Source: an optimization exercise on an open RTL-to-GDS flow (aim: small area, a short achievable clock period and few clock cycles). Production flows keep margins and buffers that such runs may drop.
Function was checked by simulation only, so behaviour that the tests miss may differ from the original.
Power is estimated from default activity; no workload was simulated.

==> flow/design.v <==
module gfce_crc_byte (
    input  wire [15:0] crc_in,
    input  wire [7:0]  data,
    output reg  [15:0] crc_out
);
    integer i;
    always @(*) begin
        crc_out = crc_in ^ {8'h00, data};
        for (i = 0; i < 8; i = i + 1) begin
            if (crc_out[0])
                crc_out = (crc_out >> 1) ^ 16'h8408;
            else
                crc_out = crc_out >> 1;
        end
    end
endmodule
module gfce_tx #(
    parameter [7:0] LOCAL_ADDR = 8'h42
) (
    input  wire       clk,
    input  wire       rst,
    input  wire       req_valid,
    output wire       req_ready,
    input  wire [7:0] req_dest,
    input  wire [7:0] req_cmd,
    input  wire [7:0] req_plen,
    input  wire       pl_valid,
    output wire       pl_ready,
    input  wire [7:0] pl_data,
    output wire       out_valid,
    input  wire       out_ready,
    output wire [7:0] out_data,
    output wire       done,
    output wire [3:0] done_status,
    output wire [7:0] done_inserted
);
    localparam [7:0] ESC = 8'hE0, ACK = 8'hE1, SOF = 8'hE2, EOF = 8'hE3;
    localparam [15:0] CRC_SOF = 16'hC4FF;    
    reg s_start, s_dest, s_len, s_src, s_cmd, s_pay, s_crch, s_crcl, s_eof, s_ack, s_rej;
    reg        hv;             
    reg [7:0]  h;
    reg        pend;           
    reg [1:0]  pend_lo;        
    reg [15:0] crc;            
    reg [7:0]  count;          
    reg [7:0]  inserted;       
    wire gen = !hv || out_ready;     
    wire pop = hv && out_ready;
    assign out_valid     = hv;
    assign out_data      = h;
    assign done          = (s_start && pop) || s_rej;
    assign done_status   = {s_rej, 3'b000};
    assign done_inserted = inserted;
    function automatic is_res(input [7:0] b);
        is_res = (b[7:2] == 6'b111000);
    endfunction
    wire       too_long = (req_plen[7:3] == 5'b11111);    
    wire [7:0] fc = ({8{s_dest}} & req_dest) | ({8{s_len}} & count) |
                    ({8{s_src}} & LOCAL_ADDR) | ({8{s_cmd}} & req_cmd) |
                    ({8{s_pay}} & pl_data);
    wire [7:0] fb = fc | ({8{s_crch}} & crc[15:8]) | ({8{s_crcl}} & crc[7:0]);
    wire res = (s_dest && is_res(req_dest)) || (s_len && is_res(count)) ||
               (s_cmd && is_res(req_cmd)) || (s_pay && is_res(pl_data)) ||
               (s_crch && is_res(crc[15:8])) || (s_crcl && is_res(crc[7:0]));
    wire [15:0] crc_next;
    gfce_crc_byte u_crc (.crc_in(crc), .data(fc), .crc_out(crc_next));
    wire interior = s_dest || s_len || s_src || s_cmd || s_pay || s_crch || s_crcl;
    wire ready_st = (interior && !s_pay) || (s_pay && pl_valid) || s_eof || s_ack;
    wire go       = gen && !pend;
    wire proc     = go && ready_st;                           
    wire start    = gen && s_start && req_valid && !too_long;  
    wire reject   = s_start && !hv && req_valid && too_long;
    wire esc_now  = proc && res;
    wire push     = gen && (pend || ready_st || (s_start && req_valid && !too_long));
    assign req_ready = (s_cmd && go) || s_rej;
    assign pl_ready  = s_pay && go;
    reg [7:0] pb;
    always @(*) begin
        if (pend)
            pb = {6'b110000, pend_lo};
        else if (s_start)
            pb = SOF;
        else if (s_eof)
            pb = EOF;
        else if (s_ack)
            pb = ACK;
        else if (res)
            pb = ESC;
        else
            pb = fb;
    end
    always @(posedge clk) begin
        if (rst) begin
            s_start <= 1'b1;
            s_dest  <= 1'b0;
            s_len   <= 1'b0;
            s_src   <= 1'b0;
            s_cmd   <= 1'b0;
            s_pay   <= 1'b0;
            s_crch  <= 1'b0;
            s_crcl  <= 1'b0;
            s_eof   <= 1'b0;
            s_ack   <= 1'b0;
            s_rej   <= 1'b0;
            hv      <= 1'b0;
            pend    <= 1'b0;
        end else begin
            if (push) hv <= 1'b1;
            else if (pop) hv <= 1'b0;
            if (gen) begin
                if (pend) pend <= 1'b0;
                else if (esc_now) pend <= 1'b1;
            end
            if (start) begin
                s_start <= 1'b0;
                s_dest  <= 1'b1;
            end
            if (reject) begin
                s_start <= 1'b0;
                s_rej   <= 1'b1;
            end
            if (s_rej) begin
                s_rej   <= 1'b0;
                s_start <= 1'b1;
            end
            if (proc) begin
                s_dest <= 1'b0;
                s_len  <= s_dest;
                s_src  <= s_len;
                s_cmd  <= s_src;
                s_crcl <= s_crch;
                s_eof  <= s_crcl;
                s_ack  <= s_eof;
                if (s_ack) s_start <= 1'b1;
                if (s_cmd) begin
                    s_pay  <= (count != 8'd8);
                    s_crch <= (count == 8'd8);
                end else begin
                    s_pay  <= s_pay && (count != 8'd9);
                    s_crch <= s_pay && (count == 8'd9);
                end
            end
        end
    end
    always @(posedge clk) begin
        if (push) h <= pb;
        if (!pend) pend_lo <= fb[1:0];
        if (start)
            crc <= CRC_SOF;
        else if (proc && (s_dest || s_len || s_src || s_cmd || s_pay))
            crc <= crc_next;
        if (start)
            inserted <= 8'd0;
        else if (pend && gen)
            inserted <= inserted + 8'd1;
        if (s_start)
            count <= {req_plen[7:3] + 5'd1, req_plen[2:0]};
        else if (proc && s_pay)
            count <= count - 8'd1;
    end
endmodule
module gfce_rx (
    input  wire       clk,
    input  wire       rst,
    input  wire       in_valid,
    output wire       in_ready,
    input  wire [7:0] in_data,
    output reg        pl_valid,
    output reg  [7:0] pl_data,
    output reg        done,
    output wire [3:0] status,
    output wire [7:0] msg_dest,
    output wire [7:0] msg_len,
    output wire [7:0] msg_src,
    output wire [7:0] msg_cmd
);
    localparam [7:0] ESC = 8'hE0, SOF = 8'hE2, EOF = 8'hE3;
    localparam [7:0] RX_LIMIT = 8'd255;    
    localparam [15:0] CRC_SOF = 16'hC4FF;  
    reg [7:0]  idx;         
    reg        escp;        
    reg        escerr;      
    reg        len_ok;      
    reg        early;       
    reg [15:0] crc;         
    reg [7:0]  d1, d2;      
    reg [7:0]  b_dest, b_len, b_src, b_cmd;
    reg [2:0]  st;
    assign in_ready = 1'b1;
    assign status   = {1'b0, st};
    assign msg_dest = b_dest;
    assign msg_len  = b_len;
    assign msg_src  = b_src;
    assign msg_cmd  = b_cmd;
    wire [15:0] crc_next;
    gfce_crc_byte u_crc (.crc_in(crc), .data(d2), .crc_out(crc_next));
    wire is_sof = (in_data == SOF);
    wire is_eof = (in_data == EOF);
    wire is_esc = (in_data == ESC);
    wire [7:0] value    = {in_data[7:6], in_data[5] ^ escp, in_data[4:0]};
    wire       reserved = (value[7:2] == 6'b111000);
    wire       other    = in_valid && !is_sof && !is_eof && !is_esc;
    wire       store    = other && (idx != RX_LIMIT);
    wire       restart  = in_valid && (is_sof || is_eof);
    wire len_bad = (idx[7:1] == 7'd0) || !len_ok;
    wire crc_bad = (crc != {d2, d1});
    wire lowlen   = (b_len[7:3] == 5'd0);
    wire lsmall  = len_bad || (!crc_bad && lowlen);
    wire [2:0] eof_status = {escerr || escp || (!len_bad && crc_bad),
                             escerr || escp || lsmall,
                             escerr || (!escp && lsmall)};
    always @(posedge clk) begin
        if (rst) begin
            idx      <= 8'd0;
            escp     <= 1'b0;
            escerr   <= 1'b0;
            pl_valid <= 1'b0;
            done     <= 1'b0;
            early    <= 1'b1;
        end else begin
            done     <= in_valid && is_eof;
            pl_valid <= store && (idx >= 8'd6);
            if (restart) begin
                early  <= 1'b1;
                idx    <= 8'd0;
                escp   <= 1'b0;
                escerr <= 1'b0;
            end else if (in_valid && is_esc) begin
                if (escp)
                    escerr <= 1'b1;
                escp <= 1'b1;
            end else if (other) begin
                escp <= 1'b0;
                if (escp && !reserved)
                    escerr <= 1'b1;
                if (store)
                    idx <= idx + 8'd1;
                if (store && idx[1:0] == 2'd3)
                    early <= 1'b0;
            end
        end
    end
    always @(posedge clk) begin
        pl_data <= d2;
        if (in_valid && is_eof)
            st <= eof_status;
        if (rst || restart)
            crc <= CRC_SOF;
        else if (store && (idx >= 8'd2))
            crc <= crc_next;
        if (store) begin
            d1 <= value;
            d2 <= d1;
            if (idx == 8'd1)
                len_ok <= (value == 8'd4);
            else
                len_ok <= ({1'b0, b_len} == {1'b0, idx} + 9'd3);
            if (early) begin
                case (idx[1:0])
                    2'd0: b_dest <= value;
                    2'd1: b_len  <= value;
                    2'd2: b_src  <= value;
                    2'd3: b_cmd  <= value;
                endcase
            end
        end
    end
endmodule
module gfce_codec (
    input  wire       clk,
    input  wire       rst,
    input  wire       tx_req_valid,
    output wire       tx_req_ready,
    input  wire [7:0] tx_req_dest,
    input  wire [7:0] tx_req_cmd,
    input  wire [7:0] tx_req_plen,
    input  wire       tx_pl_valid,
    output wire       tx_pl_ready,
    input  wire [7:0] tx_pl_data,
    output wire       tx_out_valid,
    input  wire       tx_out_ready,
    output wire [7:0] tx_out_data,
    output wire       tx_done,
    output wire [3:0] tx_done_status,
    output wire [7:0] tx_done_inserted,
    input  wire       rx_in_valid,
    output wire       rx_in_ready,
    input  wire [7:0] rx_in_data,
    output wire       rx_pl_valid,
    output wire [7:0] rx_pl_data,
    output wire       rx_done,
    output wire [3:0] rx_status,
    output wire [7:0] rx_dest,
    output wire [7:0] rx_len,
    output wire [7:0] rx_src,
    output wire [7:0] rx_cmd
);
    gfce_tx #(.LOCAL_ADDR(8'h42)) u_tx (
        .clk(clk), .rst(rst),
        .req_valid(tx_req_valid), .req_ready(tx_req_ready),
        .req_dest(tx_req_dest), .req_cmd(tx_req_cmd), .req_plen(tx_req_plen),
        .pl_valid(tx_pl_valid), .pl_ready(tx_pl_ready), .pl_data(tx_pl_data),
        .out_valid(tx_out_valid), .out_ready(tx_out_ready), .out_data(tx_out_data),
        .done(tx_done), .done_status(tx_done_status), .done_inserted(tx_done_inserted)
    );
    gfce_rx u_rx (
        .clk(clk), .rst(rst),
        .in_valid(rx_in_valid), .in_ready(rx_in_ready), .in_data(rx_in_data),
        .pl_valid(rx_pl_valid), .pl_data(rx_pl_data),
        .done(rx_done), .status(rx_status),
        .msg_dest(rx_dest), .msg_len(rx_len), .msg_src(rx_src), .msg_cmd(rx_cmd)
    );
endmodule
export LEC_CHECK = 0
export CAP_MARGIN = 20
export CORE_MARGIN = 2
export CORE_UTILIZATION = 40
export CTS_BUF_LIST = sky130_fd_sc_hd__clkbuf_8
export PLACE_DENSITY = 0.85
export SETUP_SLACK_MARGIN = 1.8
export SLEW_MARGIN = 20
create_clock -name core_clock -period 4.0 [get_ports {clk}]
standard.sh (not shown) runs the stock make flow with config.mk's settings and CLKGATE_MAP_FILE= SYNTH_SCRIPT=/design/flow/synth_recipe.tcl, a recipe that flattens the netlist after the stock synthesis.
==> flow/flow/run.sh <==
#!/bin/bash
set -euo pipefail
export BUFFER_PORTS_ARGS="-buffer_cell sky130_fd_sc_hd__buf_1"
bash standard.sh > standard_flow.log 2>&1
Testbench counts at the start, summed over its fixed seeds: cycles 18,293.
Edit:
--- a/flow/config.mk
+++ b/flow/config.mk
@@ -12,2 +12 @@
-export PLACE_DENSITY = 0.85
-export SETUP_SLACK_MARGIN = 1.8
+export SETUP_SLACK_MARGIN = 2.2
=>
- worst hold slack improved by 0.0070 ns
- non-clock buffer count is higher by 103
- core utilization is higher by 12 points
- area after synthesis is unchanged
- wire length is higher by 25%
- final cell count is higher by 11%
- global-route usage is higher by 3.3 points
- synthesized cell count stays the same
- sequential power stays flat
- die area is unchanged
Edit:
--- a/flow/config.mk
+++ b/flow/config.mk
@@ -10 +10 @@
-export CORE_UTILIZATION = 40
+export CORE_UTILIZATION = 60
@@ -12 +12 @@
-export SETUP_SLACK_MARGIN = 2.2
+export SETUP_SLACK_MARGIN = 1.8
Effect: The new run ran to the end with no violations. Cell count drops by 16%. Count of clock-buffer cells in the layout climbs by 1. Global-route usage came out higher by 5.9 points. Total power drops by 3.6%. First-iteration DRC count drops by 40%. Sequential power is about the same. Fmax stays flat. Non-clock buffer count went down by 90. Routed wire length is lower by 21%. Setup slack gets better by 0.0051 ns.

==> re-timing with driven ports <==
The results above use ideal ports. As a check the final layouts listed here were re-extracted and re-timed, cells and wires unchanged.
Step 1 (the two cells are an assumption about what drives the block):
set clk [get_ports {clk}]
set_driving_cell -lib_cell sky130_fd_sc_hd__clkbuf_16 $clk
set_driving_cell -lib_cell sky130_fd_sc_hd__buf_2 [delete_from_list [all_inputs] $clk]
Step 2, shift: input delay + t, output delay - t, t = (earliest + latest rising clock arrival at the registers) / 2. This alone moves slack from input paths to output paths.
Slacks: ideal / step 1 / step 2; pairs: ideal / step 1.
run | shift t [ns] | setup WS [ns] | worst setup path at the end | cell pins on the clock port's net
the first run | 0.487 | 1.760 / 1.737 / 1.325 | input to register | 1
the second run | 0.492 | 1.792 / 1.753 / 1.557 | input to register | 1
the third run | 0.477 | 1.797 / 1.759 / 1.376 | input to register | 1
After both steps setup and hold are still met in every run listed. The setup slack of the first run, which loses most, moves by -0.023 ns with the drivers and by -0.435 ns with both steps.
